Background: an optimization exercise with open tools, aiming at small area, a short achievable clock period and few clock cycles. Do not read the settings as production practice. Only simulation tests tie the RTL to the original design; equivalence was not proved.

==> violet <==
// stepstick_motion
module stepstick_motion (
    input  wire        clk,
    input  wire        rst,           
    input  wire        cmd_valid,
    output wire        cmd_ready,
    input  wire [1:0]  cmd_op,
    input  wire [31:0] cmd_arg,
    output reg         rsp_valid,
    output wire [7:0]  rsp_status,
    output wire [47:0] rsp_data
);
    localparam [1:0] OP_INIT      = 2'd0;
    localparam [1:0] OP_MICROSTEP = 2'd1;
    localparam [1:0] OP_SPEED     = 2'd2;
    localparam [1:0] OP_ANGLE     = 2'd3;
    localparam [22:0] DV1 = 23'd1406250;    
    localparam [22:0] DV2 = 23'd2812500;
    localparam [22:0] DV3 = 23'd4218750;
    localparam [19:0] C7  = 20'd703125;     
    localparam [35:0] KK  = 36'haab2aaab0;
    localparam [1:0] S_FIRST = 2'd0;
    localparam [1:0] S_RUN   = 2'd1;
    localparam [1:0] S_FIN   = 2'd2;
    reg        hs;
    reg [15:0] steps;
    reg [3:0]  ms;
    reg [34:0] cc;
    reg [3:0]  smsb;     
    reg        snz;      
    reg        rdy;
    reg [1:0]  st;
    reg [1:0]  op;
    reg [31:0] mr;       
    reg        ob;       
    reg [35:0] S;        
    reg [35:0] C;        
    reg [7:0]  lS, lC;   
    reg        ln;       
    reg [4:0]  cnt;
    reg [5:0]  ix;       
    reg [1:0]  tp;       
    reg [1:0]  p;        
    reg [1:0]  dif;      
    reg [3:0]  dpv;      
    reg [1:0]  tpv;      
    reg        pend;     
    reg        s2, s01;  
    assign cmd_ready  = rdy;
    assign rsp_status = {5'd0, s2, s01, s01};
    assign rsp_data   = {13'd0, S[34:0]};
    function [2:0] bdec(input [2:0] b);
        bdec = {b[2], (b[2] & ~b[1] & ~b[0]) | (~b[2] & b[1] & b[0]), b[1] ^ b[0]};
    endfunction
    function [11:0] bdec4(input [8:0] b);
        bdec4 = {bdec(b[8:6]), bdec(b[6:4]), bdec(b[4:2]), bdec(b[2:0])};
    endfunction
  ...
clock: 7.0 ns
lec_check: 0
cap_margin: 20
core_margin: 2
core_utilization: 40
place_density: 0.6
setup_slack_margin: 2.5
slew_margin: 20
run.sh (not shown) runs the stock make flow with config.mk's settings and CLKGATE_MAP_FILE= SYNTH_SCRIPT=/design/flow/synth_recipe.tcl, a recipe that flattens the netlist after the stock synthesis.
==> pepper (differences from violet) <==
--- a/flow/design.v
+++ b/flow/design.v
@@ -17,14 +17,15 @@
     localparam [22:0] DV2 = 23'd2812500;
     localparam [22:0] DV3 = 23'd4218750;
     localparam [19:0] C7  = 20'd703125;     
     localparam [35:0] KK  = 36'haab2aaab0;
     localparam [1:0] S_FIRST = 2'd0;
     localparam [1:0] S_RUN   = 2'd1;
     localparam [1:0] S_FIN   = 2'd2;
+    localparam [1:0] S_FIN2  = 2'd3;
     reg        hs;
     reg [15:0] steps;
     reg [3:0]  ms;
     reg [34:0] cc;
     reg [3:0]  smsb;     
     reg        snz;      
     reg        rdy;
@@ -35,14 +36,21 @@
     reg [35:0] S;        
     reg [35:0] C;        
     reg [7:0]  lS, lC;   
     reg        ln;       
     reg [4:0]  cnt;
     reg [5:0]  ix;       
     reg [1:0]  tp;       
+    reg [1:0]  tq;       
+    reg [1:0]  h_tp, h_tq;
+    reg [5:0]  h_ix;
+    reg [3:0]  h_cnt;
+    reg        h_odd;
+    reg [5:0]  pu;       
+    reg [1:0]  ulr;      
     reg [1:0]  p;        
     reg [1:0]  dif;      
     reg [3:0]  dpv;      
     reg [1:0]  tpv;      
     reg        pend;     
     reg        s2, s01;  
     assign cmd_ready  = rdy;
@@ -165,18 +173,20 @@
     wire [6:0]  hsum = {1'b0, mr[30:25]} + {1'b0, mr[24:19]};
     wire [5:0]  At0 = (hsum >= 7'd45) ? hsum - 7'd45 : hsum[5:0];
     wire [5:0]  At  = mr[24:19];
     wire [18:0] Al  = mr[18:0];
     wire [7:0]  A3  = {ob, mr[31:25]};
     wire [23:0] q   = {C[35:19], S[35:29]};
     wire [5:0]  Rt  = S[28:23];
-    wire [3:0]  Pt  = S[22:19];
+    wire [5:0]  Pt  = pu;        
     wire [18:0] Ls  = S[18:0];
     wire [18:0] Lc  = C[18:0];
-    wire [7:0]  Ut  = tp[1] ? (tp[0] ? A3 : {1'b0, At, 1'b0}) : (tp[0] ? {2'b0, At} : 8'd0);
+    wire [7:0]  A30 = {2'd0, At0} + {1'b0, At0, 1'b0};
+    wire [7:0]  Ut0 = h_tp[1] ? (h_tp[0] ? A30 : {1'b0, At0, 1'b0}) : (h_tp[0] ? {2'b0, At0} : 8'd0);
+    wire [7:0]  Utn = tq[1] ? (tq[0] ? A3 : {1'b0, At, 1'b0}) : (tq[0] ? {2'b0, At} : 8'd0);
     function [9:0] lut4(input [6:0] x);
         begin
             lut4 = 10'd0;
             case (x)
                 7'd0: lut4 = 10'd0;
                 7'd1: lut4 = 10'd4;
                 7'd2: lut4 = 10'd8;
@@ -305,51 +315,61 @@
                 7'd125: lut4 = 10'd709;
                 7'd126: lut4 = 10'd713;
                 7'd127: lut4 = 10'd717;
                 default: ;
             endcase
         end
     endfunction
-    wire [6:0]  tx  = {1'b0, Rt} + {3'b0, Pt} + {1'b0, Ut[7:2]};
+    wire [6:0]  tx  = {1'b0, Rt} + {1'b0, pu};
     wire [9:0]  fd  = lut4(tx);
     wire [3:0]  ad  = fd[9:6];
-    wire [5:0]  atr = fd[5:0] + {4'd0, Ut[1:0]};
+    wire [5:0]  atr = fd[5:0];
     wire [22:0] o1  = {2'd0, Ls, 2'b00};
     wire [22:0] o2  = {2'd0, Lc, 2'b00};
     wire [22:0] o3  = tp[1] ? {3'd0, Al, 1'b0} : 23'd0;
     wire [22:0] o4  = tp[0] ? {4'd0, Al} : 23'd0;
     wire [22:0] x1  = o1 ^ o2 ^ o3;
     wire [22:0] y1  = {((o1 & o2) | (o1 & o3) | (o2 & o3)), 1'b0};
     wire [22:0] x2  = x1 ^ y1 ^ o4;
     wire [22:0] y2  = {((x1 & y1) | (x1 & o4) | (y1 & o4)), 1'b0};
-    wire [3:0]  ptn = x2[22:19] + y2[22:19];
+    wire [5:0]  ptn = {2'd0, x2[22:19]} + {2'd0, y2[22:19]} + {4'd0, ulr} + {1'b0, Utn[7:2]};
     wire [23:0] qa  = q + {20'd0, p, 2'b00};
     wire [23:0] qn  = {qa[21:0], ad[1:0]};
     wire [4:0]  dval = {1'b0, dif, 2'b00} + {3'd0, tpv} - {1'b0, dpv};
     wire [1:0]  dupd = pend ? ((dval >= 5'd3) ? 2'd3 : dval[1:0]) : dif;
     wire [6:0]  ub0 = {1'b0, Ls[5:0]}   + {1'b0, Lc[5:0]};
     wire [6:0]  ub1 = {1'b0, Ls[11:6]}  + {1'b0, Lc[11:6]};
     wire [6:0]  ub1c = {1'b0, Ls[11:6]} + {1'b0, Lc[11:6]} + 7'd1;
     wire [6:0]  ub2 = {1'b0, Ls[17:12]} + {1'b0, Lc[17:12]};
     wire [6:0]  ub2c = {1'b0, Ls[17:12]} + {1'b0, Lc[17:12]} + 7'd1;
     wire        c12 = ub0[6] ? ub1c[6] : ub1[6];
     wire        c18 = c12 ? ub2c[6] : ub2[6];
     wire [1:0]  u    = {(Ls[18] & Lc[18]) | ((Ls[18] ^ Lc[18]) & c18), Ls[18] ^ Lc[18] ^ c18};
-    wire [6:0]  vt   = {1'b0, Rt} + {3'd0, Pt};
-    wire        rnd  = (vt >= 7'd23) | ((u != 2'd0) & (vt >= 7'd22)) | ((u == 2'd3) & (vt >= 7'd21));
-    wire [23:0] qb   = qa + 24'd1;
-    wire [23:0] cr0  = (dupd == 2'd0) ? 24'd0 : qa;
-    wire [23:0] cr1  = (dupd == 2'd1) ? 24'd0 : qb;
+    wire [6:0]  vt   = {1'b0, Rt} + {1'b0, pu};
+    wire [1:0]  f2d  = S[34:33];
+    wire [23:0] f2q  = S[32:9];
+    wire [6:0]  f2v  = S[8:2];
+    wire [1:0]  f2u  = S[1:0];
+    wire        rnd  = (f2v >= 7'd23) | ((f2u != 2'd0) & (f2v >= 7'd22)) | ((f2u == 2'd3) & (f2v >= 7'd21));
+    wire [23:0] qb   = f2q + 24'd1;
+    wire [23:0] cr0  = (f2d == 2'd0) ? 24'd0 : f2q;
+    wire [23:0] cr1  = (f2d == 2'd1) ? 24'd0 : qb;
     function sbit(input [15:0] s, input [5:0] k);
         sbit = k[5] ? 1'b0 : s[k[3:0]];
     endfunction
     wire [4:0]  nb   = {1'b0, smsb} + 5'd9 - {1'b0, ms};      
     wire [5:0]  ix0  = nb[0] ? {2'd0, smsb} - 6'd1 : {2'd0, smsb};
-    wire [5:0]  ixn  = (st == S_FIRST) ? ix0 : ix - 6'd2;
-    wire [1:0]  tpn  = {sbit(steps, ixn), sbit(steps, ixn - 6'd1)};
+    always @(posedge clk) begin
+        h_tp  <= {sbit(steps, ix0), sbit(steps, ix0 - 6'd1)};
+        h_tq  <= {sbit(steps, ix0 - 6'd2), sbit(steps, ix0 - 6'd3)};
+        h_ix  <= ix0 - 6'd4;
+        h_cnt <= nb[4:1];
+        h_odd <= nb[0];
+    end
+    wire [1:0]  tqn  = {sbit(steps, ix), sbit(steps, ix - 6'd1)};
     reg  [3:0]  imsb;
     integer i;
     always @(*) begin
         imsb = 4'd0;
         for (i = 0; i < 16; i = i + 1)
             if (mr[i]) imsb = i[3:0];
     end
@@ -440,39 +460,48 @@
                     end
                 end
                 default: begin  
                     if (st == S_FIRST) begin
                         if (!hs) begin
                             rsp_valid <= 1'b1; s2 <= 1'b0; s01 <= 1'b1; rdy <= 1'b1;
                         end else begin
-                            {ob, mr[31:25]} <= {2'd0, At0} + {1'b0, At0, 1'b0};
+                            {ob, mr[31:25]} <= A30;
+                            pu  <= {1'b0, Ut0[7:2]};
+                            ulr <= Ut0[1:0];
                             mr[24:19] <= At0;
-                            S   <= (snz & nb[0]) ? {17'd0, Al} : 36'd0;
-                            S[28:23] <= (snz & nb[0]) ? At0 : 6'd0;
+                            S   <= (snz & h_odd) ? {17'd0, Al} : 36'd0;
+                            S[28:23] <= (snz & h_odd) ? At0 : 6'd0;
                             C   <= 36'd0;
                             p   <= 2'd0;
-                            dif <= {1'b0, snz & nb[0]};
+                            dif <= {1'b0, snz & h_odd};
                             pend <= 1'b0;
-                            ix  <= ixn;
-                            tp  <= tpn;
-                            cnt <= nb[4:1];
-                            st  <= (snz && nb[4:1] != 4'd0) ? S_RUN : S_FIN;
+                            ix  <= h_ix;
+                            tp  <= h_tp;
+                            tq  <= h_tq;
+                            cnt <= h_cnt;
+                            st  <= (snz && h_cnt != 4'd0) ? S_RUN : S_FIN;
                         end
                     end else if (st == S_RUN) begin
-                        S   <= {qn[6:0], atr, ptn, x2[18:0]};
+                        S   <= {qn[6:0], atr, 4'd0, x2[18:0]};
+                        pu  <= ptn;
+                        ulr <= Utn[1:0];
                         C   <= {qn[23:7], y2[18:0]};
                         p   <= ad[3:2];
                         dif <= dupd;
                         dpv <= ad;
                         tpv <= tp;
                         pend <= 1'b1;
-                        ix  <= ixn;
-                        tp  <= tpn;
+                        ix  <= ix - 6'd2;
+                        tp  <= tq;
+                        tq  <= tqn;
                         cnt <= cnt - 5'd1;
                         if (cnt == 5'd1) st <= S_FIN;
+                    end else if (st == S_FIN) begin
+                        S  <= {1'b0, dupd, qa, vt, u};
+                        st <= S_FIN2;
                     end else begin
                         S <= {12'd0, rnd ? cr1 : cr0};
                         rsp_valid <= 1'b1; s2 <= 1'b0; s01 <= 1'b0; rdy <= 1'b1;
                     end
                 end
                 endcase
             end
--- a/flow/config.mk
+++ b/flow/config.mk
@@ -5,9 +5,9 @@
 export SDC_FILE = /design/flow/constraint.sdc
 export NUM_CORES = 4
 export LEC_CHECK = 0
 export CAP_MARGIN = 20
 export CORE_MARGIN = 2
 export CORE_UTILIZATION = 40
 export PLACE_DENSITY = 0.6
-export SETUP_SLACK_MARGIN = 2.5
+export SETUP_SLACK_MARGIN = 3.0
 export SLEW_MARGIN = 20
==> zinc (differences from violet) <==
--- a/flow/design.v
+++ b/flow/design.v
@@ -17,14 +17,15 @@
     localparam [22:0] DV2 = 23'd2812500;
     localparam [22:0] DV3 = 23'd4218750;
     localparam [19:0] C7  = 20'd703125;     
     localparam [35:0] KK  = 36'haab2aaab0;
     localparam [1:0] S_FIRST = 2'd0;
     localparam [1:0] S_RUN   = 2'd1;
     localparam [1:0] S_FIN   = 2'd2;
+    localparam [1:0] S_FIN2  = 2'd3;
     reg        hs;
     reg [15:0] steps;
     reg [3:0]  ms;
     reg [34:0] cc;
     reg [3:0]  smsb;     
     reg        snz;      
     reg        rdy;
@@ -35,14 +36,21 @@
     reg [35:0] S;        
     reg [35:0] C;        
     reg [7:0]  lS, lC;   
     reg        ln;       
     reg [4:0]  cnt;
     reg [5:0]  ix;       
     reg [1:0]  tp;       
+    reg [1:0]  tq;       
+    reg [1:0]  h_tp, h_tq;
+    reg [5:0]  h_ix;
+    reg [3:0]  h_cnt;
+    reg        h_odd;
+    reg [5:0]  pu;       
+    reg [1:0]  ulr;      
     reg [1:0]  p;        
     reg [1:0]  dif;      
     reg [3:0]  dpv;      
     reg [1:0]  tpv;      
     reg        pend;     
     reg        s2, s01;  
     assign cmd_ready  = rdy;
@@ -165,18 +173,20 @@
     wire [6:0]  hsum = {1'b0, mr[30:25]} + {1'b0, mr[24:19]};
     wire [5:0]  At0 = (hsum >= 7'd45) ? hsum - 7'd45 : hsum[5:0];
     wire [5:0]  At  = mr[24:19];
     wire [18:0] Al  = mr[18:0];
     wire [7:0]  A3  = {ob, mr[31:25]};
     wire [23:0] q   = {C[35:19], S[35:29]};
     wire [5:0]  Rt  = S[28:23];
-    wire [3:0]  Pt  = S[22:19];
+    wire [5:0]  Pt  = pu;        
     wire [18:0] Ls  = S[18:0];
     wire [18:0] Lc  = C[18:0];
-    wire [7:0]  Ut  = tp[1] ? (tp[0] ? A3 : {1'b0, At, 1'b0}) : (tp[0] ? {2'b0, At} : 8'd0);
+    wire [7:0]  A30 = {2'd0, At0} + {1'b0, At0, 1'b0};
+    wire [7:0]  Ut0 = h_tp[1] ? (h_tp[0] ? A30 : {1'b0, At0, 1'b0}) : (h_tp[0] ? {2'b0, At0} : 8'd0);
+    wire [7:0]  Utn = tq[1] ? (tq[0] ? A3 : {1'b0, At, 1'b0}) : (tq[0] ? {2'b0, At} : 8'd0);
     function [9:0] lut4(input [6:0] x);
         begin
             lut4 = 10'd0;
             case (x)
                 7'd0: lut4 = 10'd0;
                 7'd1: lut4 = 10'd4;
                 7'd2: lut4 = 10'd8;
@@ -305,51 +315,61 @@
                 7'd125: lut4 = 10'd709;
                 7'd126: lut4 = 10'd713;
                 7'd127: lut4 = 10'd717;
                 default: ;
             endcase
         end
     endfunction
-    wire [6:0]  tx  = {1'b0, Rt} + {3'b0, Pt} + {1'b0, Ut[7:2]};
+    wire [6:0]  tx  = {1'b0, Rt} + {1'b0, pu};
     wire [9:0]  fd  = lut4(tx);
     wire [3:0]  ad  = fd[9:6];
-    wire [5:0]  atr = fd[5:0] + {4'd0, Ut[1:0]};
+    wire [5:0]  atr = fd[5:0];
     wire [22:0] o1  = {2'd0, Ls, 2'b00};
     wire [22:0] o2  = {2'd0, Lc, 2'b00};
     wire [22:0] o3  = tp[1] ? {3'd0, Al, 1'b0} : 23'd0;
     wire [22:0] o4  = tp[0] ? {4'd0, Al} : 23'd0;
     wire [22:0] x1  = o1 ^ o2 ^ o3;
     wire [22:0] y1  = {((o1 & o2) | (o1 & o3) | (o2 & o3)), 1'b0};
     wire [22:0] x2  = x1 ^ y1 ^ o4;
     wire [22:0] y2  = {((x1 & y1) | (x1 & o4) | (y1 & o4)), 1'b0};
-    wire [3:0]  ptn = x2[22:19] + y2[22:19];
+    wire [5:0]  ptn = {2'd0, x2[22:19]} + {2'd0, y2[22:19]} + {4'd0, ulr} + {1'b0, Utn[7:2]};
     wire [23:0] qa  = q + {20'd0, p, 2'b00};
     wire [23:0] qn  = {qa[21:0], ad[1:0]};
     wire [4:0]  dval = {1'b0, dif, 2'b00} + {3'd0, tpv} - {1'b0, dpv};
     wire [1:0]  dupd = pend ? ((dval >= 5'd3) ? 2'd3 : dval[1:0]) : dif;
     wire [6:0]  ub0 = {1'b0, Ls[5:0]}   + {1'b0, Lc[5:0]};
     wire [6:0]  ub1 = {1'b0, Ls[11:6]}  + {1'b0, Lc[11:6]};
     wire [6:0]  ub1c = {1'b0, Ls[11:6]} + {1'b0, Lc[11:6]} + 7'd1;
     wire [6:0]  ub2 = {1'b0, Ls[17:12]} + {1'b0, Lc[17:12]};
     wire [6:0]  ub2c = {1'b0, Ls[17:12]} + {1'b0, Lc[17:12]} + 7'd1;
     wire        c12 = ub0[6] ? ub1c[6] : ub1[6];
     wire        c18 = c12 ? ub2c[6] : ub2[6];
     wire [1:0]  u    = {(Ls[18] & Lc[18]) | ((Ls[18] ^ Lc[18]) & c18), Ls[18] ^ Lc[18] ^ c18};
-    wire [6:0]  vt   = {1'b0, Rt} + {3'd0, Pt};
-    wire        rnd  = (vt >= 7'd23) | ((u != 2'd0) & (vt >= 7'd22)) | ((u == 2'd3) & (vt >= 7'd21));
-    wire [23:0] qb   = qa + 24'd1;
-    wire [23:0] cr0  = (dupd == 2'd0) ? 24'd0 : qa;
-    wire [23:0] cr1  = (dupd == 2'd1) ? 24'd0 : qb;
+    wire [6:0]  vt   = {1'b0, Rt} + {1'b0, pu};
+    wire [1:0]  f2d  = S[34:33];
+    wire [23:0] f2q  = S[32:9];
+    wire [6:0]  f2v  = S[8:2];
+    wire [1:0]  f2u  = S[1:0];
+    wire        rnd  = (f2v >= 7'd23) | ((f2u != 2'd0) & (f2v >= 7'd22)) | ((f2u == 2'd3) & (f2v >= 7'd21));
+    wire [23:0] qb   = f2q + 24'd1;
+    wire [23:0] cr0  = (f2d == 2'd0) ? 24'd0 : f2q;
+    wire [23:0] cr1  = (f2d == 2'd1) ? 24'd0 : qb;
     function sbit(input [15:0] s, input [5:0] k);
         sbit = k[5] ? 1'b0 : s[k[3:0]];
     endfunction
     wire [4:0]  nb   = {1'b0, smsb} + 5'd9 - {1'b0, ms};      
     wire [5:0]  ix0  = nb[0] ? {2'd0, smsb} - 6'd1 : {2'd0, smsb};
-    wire [5:0]  ixn  = (st == S_FIRST) ? ix0 : ix - 6'd2;
-    wire [1:0]  tpn  = {sbit(steps, ixn), sbit(steps, ixn - 6'd1)};
+    always @(posedge clk) begin
+        h_tp  <= {sbit(steps, ix0), sbit(steps, ix0 - 6'd1)};
+        h_tq  <= {sbit(steps, ix0 - 6'd2), sbit(steps, ix0 - 6'd3)};
+        h_ix  <= ix0 - 6'd4;
+        h_cnt <= nb[4:1];
+        h_odd <= nb[0];
+    end
+    wire [1:0]  tqn  = {sbit(steps, ix), sbit(steps, ix - 6'd1)};
     reg  [3:0]  imsb;
     integer i;
     always @(*) begin
         imsb = 4'd0;
         for (i = 0; i < 16; i = i + 1)
             if (mr[i]) imsb = i[3:0];
     end
@@ -440,39 +460,48 @@
                     end
                 end
                 default: begin  
                     if (st == S_FIRST) begin
                         if (!hs) begin
                             rsp_valid <= 1'b1; s2 <= 1'b0; s01 <= 1'b1; rdy <= 1'b1;
                         end else begin
-                            {ob, mr[31:25]} <= {2'd0, At0} + {1'b0, At0, 1'b0};
+                            {ob, mr[31:25]} <= A30;
+                            pu  <= {1'b0, Ut0[7:2]};
+                            ulr <= Ut0[1:0];
                             mr[24:19] <= At0;
-                            S   <= (snz & nb[0]) ? {17'd0, Al} : 36'd0;
-                            S[28:23] <= (snz & nb[0]) ? At0 : 6'd0;
+                            S   <= (snz & h_odd) ? {17'd0, Al} : 36'd0;
+                            S[28:23] <= (snz & h_odd) ? At0 : 6'd0;
                             C   <= 36'd0;
                             p   <= 2'd0;
-                            dif <= {1'b0, snz & nb[0]};
+                            dif <= {1'b0, snz & h_odd};
                             pend <= 1'b0;
-                            ix  <= ixn;
-                            tp  <= tpn;
-                            cnt <= nb[4:1];
-                            st  <= (snz && nb[4:1] != 4'd0) ? S_RUN : S_FIN;
+                            ix  <= h_ix;
+                            tp  <= h_tp;
+                            tq  <= h_tq;
+                            cnt <= h_cnt;
+                            st  <= (snz && h_cnt != 4'd0) ? S_RUN : S_FIN;
                         end
                     end else if (st == S_RUN) begin
-                        S   <= {qn[6:0], atr, ptn, x2[18:0]};
+                        S   <= {qn[6:0], atr, 4'd0, x2[18:0]};
+                        pu  <= ptn;
+                        ulr <= Utn[1:0];
                         C   <= {qn[23:7], y2[18:0]};
                         p   <= ad[3:2];
                         dif <= dupd;
                         dpv <= ad;
                         tpv <= tp;
                         pend <= 1'b1;
-                        ix  <= ixn;
-                        tp  <= tpn;
+                        ix  <= ix - 6'd2;
+                        tp  <= tq;
+                        tq  <= tqn;
                         cnt <= cnt - 5'd1;
                         if (cnt == 5'd1) st <= S_FIN;
+                    end else if (st == S_FIN) begin
+                        S  <= {1'b0, dupd, qa, vt, u};
+                        st <= S_FIN2;
                     end else begin
                         S <= {12'd0, rnd ? cr1 : cr0};
                         rsp_valid <= 1'b1; s2 <= 1'b0; s01 <= 1'b0; rdy <= 1'b1;
                     end
                 end
                 endcase
             end
==> qor summary <==
metric                                                                                     zinc                   pepper                   violet
Number of vias per cell                                                                    6.30                     6.34                     6.05
Sequential share of cell area                                                             19.7%                    18.8%                    18.3%
Outcome                                                                 complete, no violations  complete, no violations  complete, no violations
Minimum setup slack in the final design                                                 2600 ps                  2760 ps                  2160 ps
Storage cell area                                                                      6330 um2                 6360 um2                 5750 um2
Final instance area                                                                  32,200 um2               33,800 um2               31,500 um2
Die ar.                                                                              75,500 um2               75,500 um2               71,600 um2
R2R setup slack                                                                         2600 ps                  2760 ps                  2160 ps
Std cell rows                                                                                99                       99                       96
First-pass GRT wire length                                                           175,000 um               177,000 um               162,000 um
Area used by multi-input combinational logic                                         20,900 um2               21,400 um2               20,500 um2
Number of register bits inferred by synthesis                                               246                      246                      221
Hold slack final                                                                         475 ps                   468 ps                   458 ps
Stages on the worst setup path                                                               17                       12                       25
Number of filler cells placed in the layout                                               7,274                    7,052                    6,797
CTS sink cnt                                                                                246                      246                      221
Max Fanout on Critical Path                                                                   4                       12                        5
Post-synthesis share of cell area spent on and, or, nand and nor gates                    13.0%                    13.0%                    13.0%
Worst slew pin tran                                                                     1210 ps                  1240 ps                  1130 ps
Clock network contribution to total cell area                                             3.23%                    3.31%                    3.10%
Buffers excl. clock                                                                         182                      267                      222
Global routing usage on met3                                                              7.92%                    8.47%                    6.19%
Arrival time worst endpoint                                                             4750 ps                  4680 ps                  5410 ps
Die Wd                                                                                   275 um                   275 um                   268 um
Testbench counts of violet, summed over its fixed seeds: cycles 26,747.
Testbench counts of pepper, summed over its fixed seeds: cycles 28,168.
Testbench counts of zinc, summed over its fixed seeds: cycles 28,168.

## what the ideal ports hide
Ports are ideal in the flow. The routed layouts listed here were re-timed in OpenROAD.
Step 1 assumes that a clkbuf_16 drives the clock port and a buf_2 every other input.
Step 2 also shifts input and output timing later by t, the mid clock arrival at the registers, as if the neighbouring blocks saw the same clock.
Three values: no drivers, after step 1, after step 2; two values: the first two.
| run | t (ns) | setup WS [ns] | worst setup path after step 2 | worst data-port slew with drivers (ns) | cell pins on the clock port's net |
|---|---|---|---|---|---|
| violet | 0.688 | 2.162 / 2.162 / 2.162 | register to register | 0.07 | 1 |
| pepper | 0.665 | 2.762 / 2.762 / 2.616 | input to register | 0.07 | 1 |
| zinc | 0.673 | 2.597 / 2.597 / 2.276 | input to register | 0.06 | 1 |
After both steps setup and hold are still met in every run listed. The setup slack of zinc, which loses most, moves by 0.000 ns with the drivers and by -0.321 ns with both steps.
